This is an optimization exercise on Yosys and OpenROAD, whose aim is small area, a short achievable clock period and few clock cycles, not a production implementation.
Only simulation tests tie the RTL to the original design; equivalence was not proved.
Power is estimated from default activity; no workload was simulated.

Setup of build 24:
## ft300_stream
module ft300_stream (
    input  wire         clk,
    input  wire         rst,             
    input  wire         ev_valid,
    input  wire [10:0]  ev,              
    input  wire [31:0]  now,             
    output wire         ev_ready,
    output reg          meas_valid,
    output wire [107:0] meas_h,          
    output wire [383:0] meas_f,          
    output reg  [31:0]  meas_freq,       
    output reg          stop_valid,
    output wire [2:0]   st,
    output wire [1:0]   err,
    output wire [1:0]   err_detail,
    output wire         xport_held,
    output wire         zero_valid,
    output wire         cancel_pending,
    output wire [4:0]   clen,
    output wire [31:0]  count
);
Size: ~5500 cells after synthesis, about 940 flip-flops, ~620 I/O pins.
Settings: LEC_CHECK=0, ABC_AREA=1, CAP_MARGIN=20, CORE_MARGIN=2, CORE_UTILIZATION=65, CTS_BUF_LIST=sky130_fd_sc_hd__clkbuf_4, SLEW_MARGIN=20; clock period 15.0 ns.
standard.sh (not shown) runs the stock make flow with config.mk's settings and CLKGATE_MAP_FILE= SYNTH_SCRIPT=/design/flow/synth_recipe.tcl, a recipe that flattens the netlist after the stock synthesis.
==> flow/flow/run.sh <==
#!/bin/bash
# The standard layout (standard.sh: standard synthesis and ORFS flow),
# with two changes to how the layout is made:
#  - timing repair aims for 10.0 ns of setup slack at the design's clock, so
#    repair_timing keeps sizing and buffering paths the 15 ns clock alone
#    would leave as synthesized (SETUP_SLACK_MARGIN);
#  - ports are buffered with sky130_fd_sc_hd__buf_1 rather than the default
#    choice of buffer_ports (every port still gets its buffer).
# The clock, its period and the constraints are the design's (constraint.sdc).
set -euo pipefail
export SETUP_SLACK_MARGIN=10.0
export BUFFER_PORTS_ARGS="-buffer_cell sky130_fd_sc_hd__buf_1"
bash standard.sh > standard_flow.log 2>&1
Build 24 ended with every stage complete and zero timing, DRC or antenna violations.
Testbench counts of build 24, summed over its fixed seeds: cycles 17,529.
--- input diff build 24..build 29 ---
Settings: CORE_UTILIZATION changed from 65 to 55.
==> flow/flow/run.sh <==
#!/bin/bash
# The standard layout (standard.sh: standard synthesis and ORFS flow),
# with two changes to how the layout is made:
#  - timing repair aims for 10.25 ns of setup slack at the design's clock, so
#    repair_timing keeps sizing and buffering paths the 15 ns clock alone
#    would leave as synthesized (SETUP_SLACK_MARGIN);
#  - ports are buffered with sky130_fd_sc_hd__buf_1 rather than the default
#    choice of buffer_ports (every port still gets its buffer).
# The clock, its period and the constraints are the design's (constraint.sdc).
set -euo pipefail
export SETUP_SLACK_MARGIN=10.25
export BUFFER_PORTS_ARGS="-buffer_cell sky130_fd_sc_hd__buf_1"
bash standard.sh > standard_flow.log 2>&1
## What came out
For build 24 and build 29, there was not a single run that failed to finish clean.
Delta (build 29 minus build 24): number of clock buffers in the layout now larger, maximum resistive drop on vdd fell by 7.0%, overall die area +13000 sq um, number of synthesized register bits barely changed, total routed wirelength grew by about 3%.
Between build 24 and build 29, the flow reports design area increasing by a few percent.
Changes in build 9 relative to build 29:
Settings: swapping 55 for 65 in CORE_UTILIZATION.
==> flow/flow/run.sh <==
#!/bin/bash
# The standard layout (standard.sh: standard synthesis and ORFS flow),
# with two changes to how the layout is made:
#  - timing repair aims for 9.5 ns of setup slack at the design's clock, so
#    repair_timing keeps sizing and buffering paths the 15 ns clock alone
#    would leave as synthesized (SETUP_SLACK_MARGIN);
#  - ports are buffered with sky130_fd_sc_hd__buf_1 rather than the default
#    choice of buffer_ports (every port still gets its buffer).
# The clock, its period and the constraints are the design's (constraint.sdc).
set -euo pipefail
export SETUP_SLACK_MARGIN=9.5
export BUFFER_PORTS_ARGS="-buffer_cell sky130_fd_sc_hd__buf_1"
bash standard.sh > standard_flow.log 2>&1
--- outcome ---
On share of the clock period used by the worst path after layout, the lower figure sits with build 29, not build 9.
From build 29 to build 9 the numbers moved as follows: sum of met2 wire segment lengths after detailed routing has decreased; total routed wirelength fell 5000 um.
Input-level comparison between build 59 and build 9:
Settings: CORE_UTILIZATION changed from 65 to 55.
==> flow/flow/run.sh <==
#!/bin/bash
# The standard layout (standard.sh: standard synthesis and ORFS flow),
# with two changes to how the layout is made:
#  - timing repair aims for 9.0 ns of setup slack at the design's clock, so
#    repair_timing keeps sizing and buffering paths the 15 ns clock alone
#    would leave as synthesized (SETUP_SLACK_MARGIN);
#  - ports are buffered with sky130_fd_sc_hd__buf_1 rather than the default
#    choice of buffer_ports (every port still gets its buffer).
# The clock, its period and the constraints are the design's (constraint.sdc).
set -euo pipefail
export SETUP_SLACK_MARGIN=9.0
export BUFFER_PORTS_ARGS="-buffer_cell sky130_fd_sc_hd__buf_1"
bash standard.sh > standard_flow.log 2>&1
## What came out
Build 59 vs. build 9: portion of the layout cell area used by clock cells level; post-detailed-placement half-perimeter wirelength moved up. Comparing build 59 and build 9, the lower sequential share of layout area was measured on build 59. Relative to build 9, the highest ir drop seen on vdd of build 59 is lower by 16%. Delta (build 59 minus build 9): per-cell routed wire length now smaller, number of instances resized during post-cts repair has decreased.


## run 1
ft300_stream, a different RTL version from the one above (not shown whole).
For scale: ~5500 cells after synthesis, ~1000 flip-flops, roughly 620 I/O pins, roughly 0.049 mm2 of cells after synthesis.
clock: 15.0 ns
lec_check: 0
abc_area: 1
cap_margin: 20
core_margin: 2
core_utilization: 40
cts_buf_list: sky130_fd_sc_hd__clkbuf_4
slew_margin: 20
==> flow/flow/run.sh <==
#!/bin/bash
# The standard layout (standard.sh: standard synthesis and ORFS flow),
# with two changes to how the layout is made:
#  - timing repair aims for 9.5 ns of setup slack at the design's clock, so
#    repair_timing keeps sizing and buffering paths the 15 ns clock alone
#    would leave as synthesized (SETUP_SLACK_MARGIN);
#  - ports are buffered with sky130_fd_sc_hd__buf_1 rather than the default
#    choice of buffer_ports (every port still gets its buffer).
# The clock, its period and the constraints are the design's (constraint.sdc).
set -euo pipefail
export SETUP_SLACK_MARGIN=9.5
export BUFFER_PORTS_ARGS="-buffer_cell sky130_fd_sc_hd__buf_1"
bash standard.sh > standard_flow.log 2>&1
Per the final summary, run 1 finished and its layout is clean on timing, DRC and antenna.
Testbench counts of run 1, summed over its fixed seeds: cycles 17,529.
Here is what was changed in the inputs of run 2 compared with run 1.
Settings: CTS_BUF_LIST no longer set, was sky130_fd_sc_hd__clkbuf_4.
==> flow/run.sh (new file) <==
#!/bin/bash
# synth_recipe.tcl (not shown) runs the flow's synth.tcl, then flattens the netlist and writes it again
# the make line also repeats each setting of config.mk as NAME=value (left out here)
make -C /OpenROAD-flow-scripts/flow DESIGN_CONFIG=/design/flow/config.mk WORK_HOME=/design/flow/orfs CLKGATE_MAP_FILE= SYNTH_SCRIPT=/design/flow/synth_recipe.tcl finish
removed: flow/flow/run.sh
removed: flow/standard.sh
==> run summary <==
Every run (run 2 and run 1) finished clean.
Cmp run 2 vs run 1: minimum setup slack among reg-to-reg paths lower in run 2
Sum of internal, switching and leakage power: run 2 worse than run 1
When run 2 is set beside run 1, its final core utilization turns out to be 3.4 points larger.
Comparing run 2 and run 1, the higher ratio of cells with drive above 1 in the final layout is on run 1.
Compared to run 1, run 2 has half-perimeter wire length of the detailed placement result about 1.3% higher.
Number of nets at the end of the flow (higher): run 1
Compared to run 1, run 2 has portion of total power attributed to combinational logic 1.1 points lower.
Run 2: CTS buffer count about 60% below run 1
For combined global-route utilization of all metal layers, run 1 and run 2 come out practically identical.
Design area: run 2 vs run 1 up 0.0041 mm2


## the previous run
RTL: one of the versions met above, not the one the previous note started from.
Size: about 940 flip-flops, ~620 I/O pins, roughly 47000 um2 of cells after synthesis.
## ft300_stream
module ft300_stream (
    input  wire         clk,
    input  wire         rst,             
    input  wire         ev_valid,
    input  wire [10:0]  ev,              
    input  wire [31:0]  now,             
    output wire         ev_ready,
    output reg          meas_valid,
    output wire [107:0] meas_h,          
    output wire [383:0] meas_f,          
    output reg  [31:0]  meas_freq,       
    output reg          stop_valid,
    output wire [2:0]   st,
    output wire [1:0]   err,
    output wire [1:0]   err_detail,
    output wire         xport_held,
    output wire         zero_valid,
    output wire         cancel_pending,
    output wire [4:0]   clen,
    output wire [31:0]  count
);
    localparam [2:0] OP_BYTE    = 3'b001;
    localparam [2:0] OP_TIMEOUT = 3'b010;
    localparam [2:0] OP_START   = 3'b011;
    localparam [2:0] OP_CANCEL  = 3'b100;
    localparam [2:0] OP_RESET   = 3'b101;
    localparam [2:0] ST_UNINIT  = 3'd0;
    localparam [2:0] ST_WARM    = 3'd1;
    localparam [2:0] ST_ZERO    = 3'd2;
    localparam [2:0] ST_STREAM  = 3'd3;
    localparam [2:0] ST_STOP    = 3'd4;
    localparam [1:0] ERR_NONE      = 2'b00;
    localparam [1:0] ERR_CANCELLED = 2'b01;
    localparam [1:0] ERR_TRANSPORT = 2'b10;
    localparam [1:0] ERR_PROTOCOL  = 2'b11;
    localparam [1:0] DET_NONE    = 2'b00;
    localparam [1:0] DET_TIMEOUT = 2'b01;
    localparam [1:0] DET_LENGTH  = 2'b10;
    localparam [1:0] DET_CRC     = 2'b11;
    localparam [15:0] CRC_AFTER_MARKER = 16'h4498;
    localparam [45:0] N_ONE  = 46'd15625;                 
    localparam [45:0] N_ONEN = 46'd15625 << 32;           
    reg [2:0]   st_q;
    reg [4:0]   clen_q;
    reg         m1_q;
    reg [15:0]  crc_q;
    reg         zero_valid_q;
    reg [31:0]  count_q;
    reg [31:0]  t0_q;
    reg [1:0]   err_q;
    reg [1:0]   det_q;
    reg         cancel_q;
    reg         xport_q;
    reg         busy_q;
    reg         clr_q;           
    reg         rdy_q;           
    reg         crcok_q;         
    assign st             = st_q;
    assign err            = err_q;
    assign err_detail     = det_q;
    assign xport_held     = xport_q;
    assign zero_valid     = zero_valid_q;
  ...
Settings: LEC_CHECK=0, ABC_AREA=1, CAP_MARGIN=20, CORE_MARGIN=2, CORE_UTILIZATION=55, CTS_BUF_LIST=sky130_fd_sc_hd__clkbuf_4, SLEW_MARGIN=20; clock period 15.0 ns.
==> flow/flow/run.sh <==
#!/bin/bash
# The standard layout (standard.sh: standard synthesis and ORFS flow),
# with two changes to how the layout is made:
#  - timing repair aims for 10.0 ns of setup slack at the design's clock, so
#    repair_timing keeps sizing and buffering paths the 15 ns clock alone
#    would leave as synthesized (SETUP_SLACK_MARGIN);
#  - ports are buffered with sky130_fd_sc_hd__buf_1 rather than the default
#    choice of buffer_ports (every port still gets its buffer).
# The clock, its period and the constraints are the design's (constraint.sdc).
set -euo pipefail
export SETUP_SLACK_MARGIN=10.0
export BUFFER_PORTS_ARGS="-buffer_cell sky130_fd_sc_hd__buf_1"
bash standard.sh > standard_flow.log 2>&1
The previous run: full flow OK, the timing, DRC and antenna checks passed
Testbench counts of the previous run, summed over its fixed seeds: cycles 17,529.
### the previous run -> the current run
Settings: swapping 55 for 75 in CORE_UTILIZATION.
## What came out
Row count: lower on the current run
Comparing the previous run with the current run, the post-synthesis instance area came out essentially unchanged.
The current run vs. the previous run: placed cell count shrank by 297, global routing usage summed across all routing layers moved up.

==> port drivers added, routing unchanged <==
How much do the figures lean on ideal ports? The routed layouts below were timed once more, with nothing changed but the port constraints.
Step 1 (the two cells are an assumption about what drives the block):
set clk [get_ports {clk}]
set_driving_cell -lib_cell sky130_fd_sc_hd__clkbuf_16 $clk
set_driving_cell -lib_cell sky130_fd_sc_hd__buf_2 [delete_from_list [all_inputs] $clk]
Step 2 times the ports against the registers' clock, not the clock port: input delays grow and output delays shrink by t, the midpoint of the rising clock arrivals with the driver on.
Three values: no drivers, after step 1, after step 2; two values: the first two.
run	t, ns	setup WS [ns]	worst slew at a driven data input, ns
build 24	1.145	10.025 / 9.958 / 9.598	0.10
build 29	1.196	10.011 / 9.940 / 9.619	0.11
build 9	1.148	9.863 / 9.796 / 9.648	0.11
build 59	1.171	9.516 / 9.516 / 9.437	0.11
run 1	1.292	9.761 / 9.690 / 9.698	0.08
run 2	0.759	9.692 / 9.619 / 9.271	0.10
the previous run	1.180	10.022 / 9.948 / 9.490	0.12
the current run	1.155	9.985 / 9.925 / 9.677	0.12
After both steps every run listed still meets setup and hold. For the previous run, which loses most, drivers alone change the setup slack by -0.074 ns; drivers and shift together by -0.532 ns.
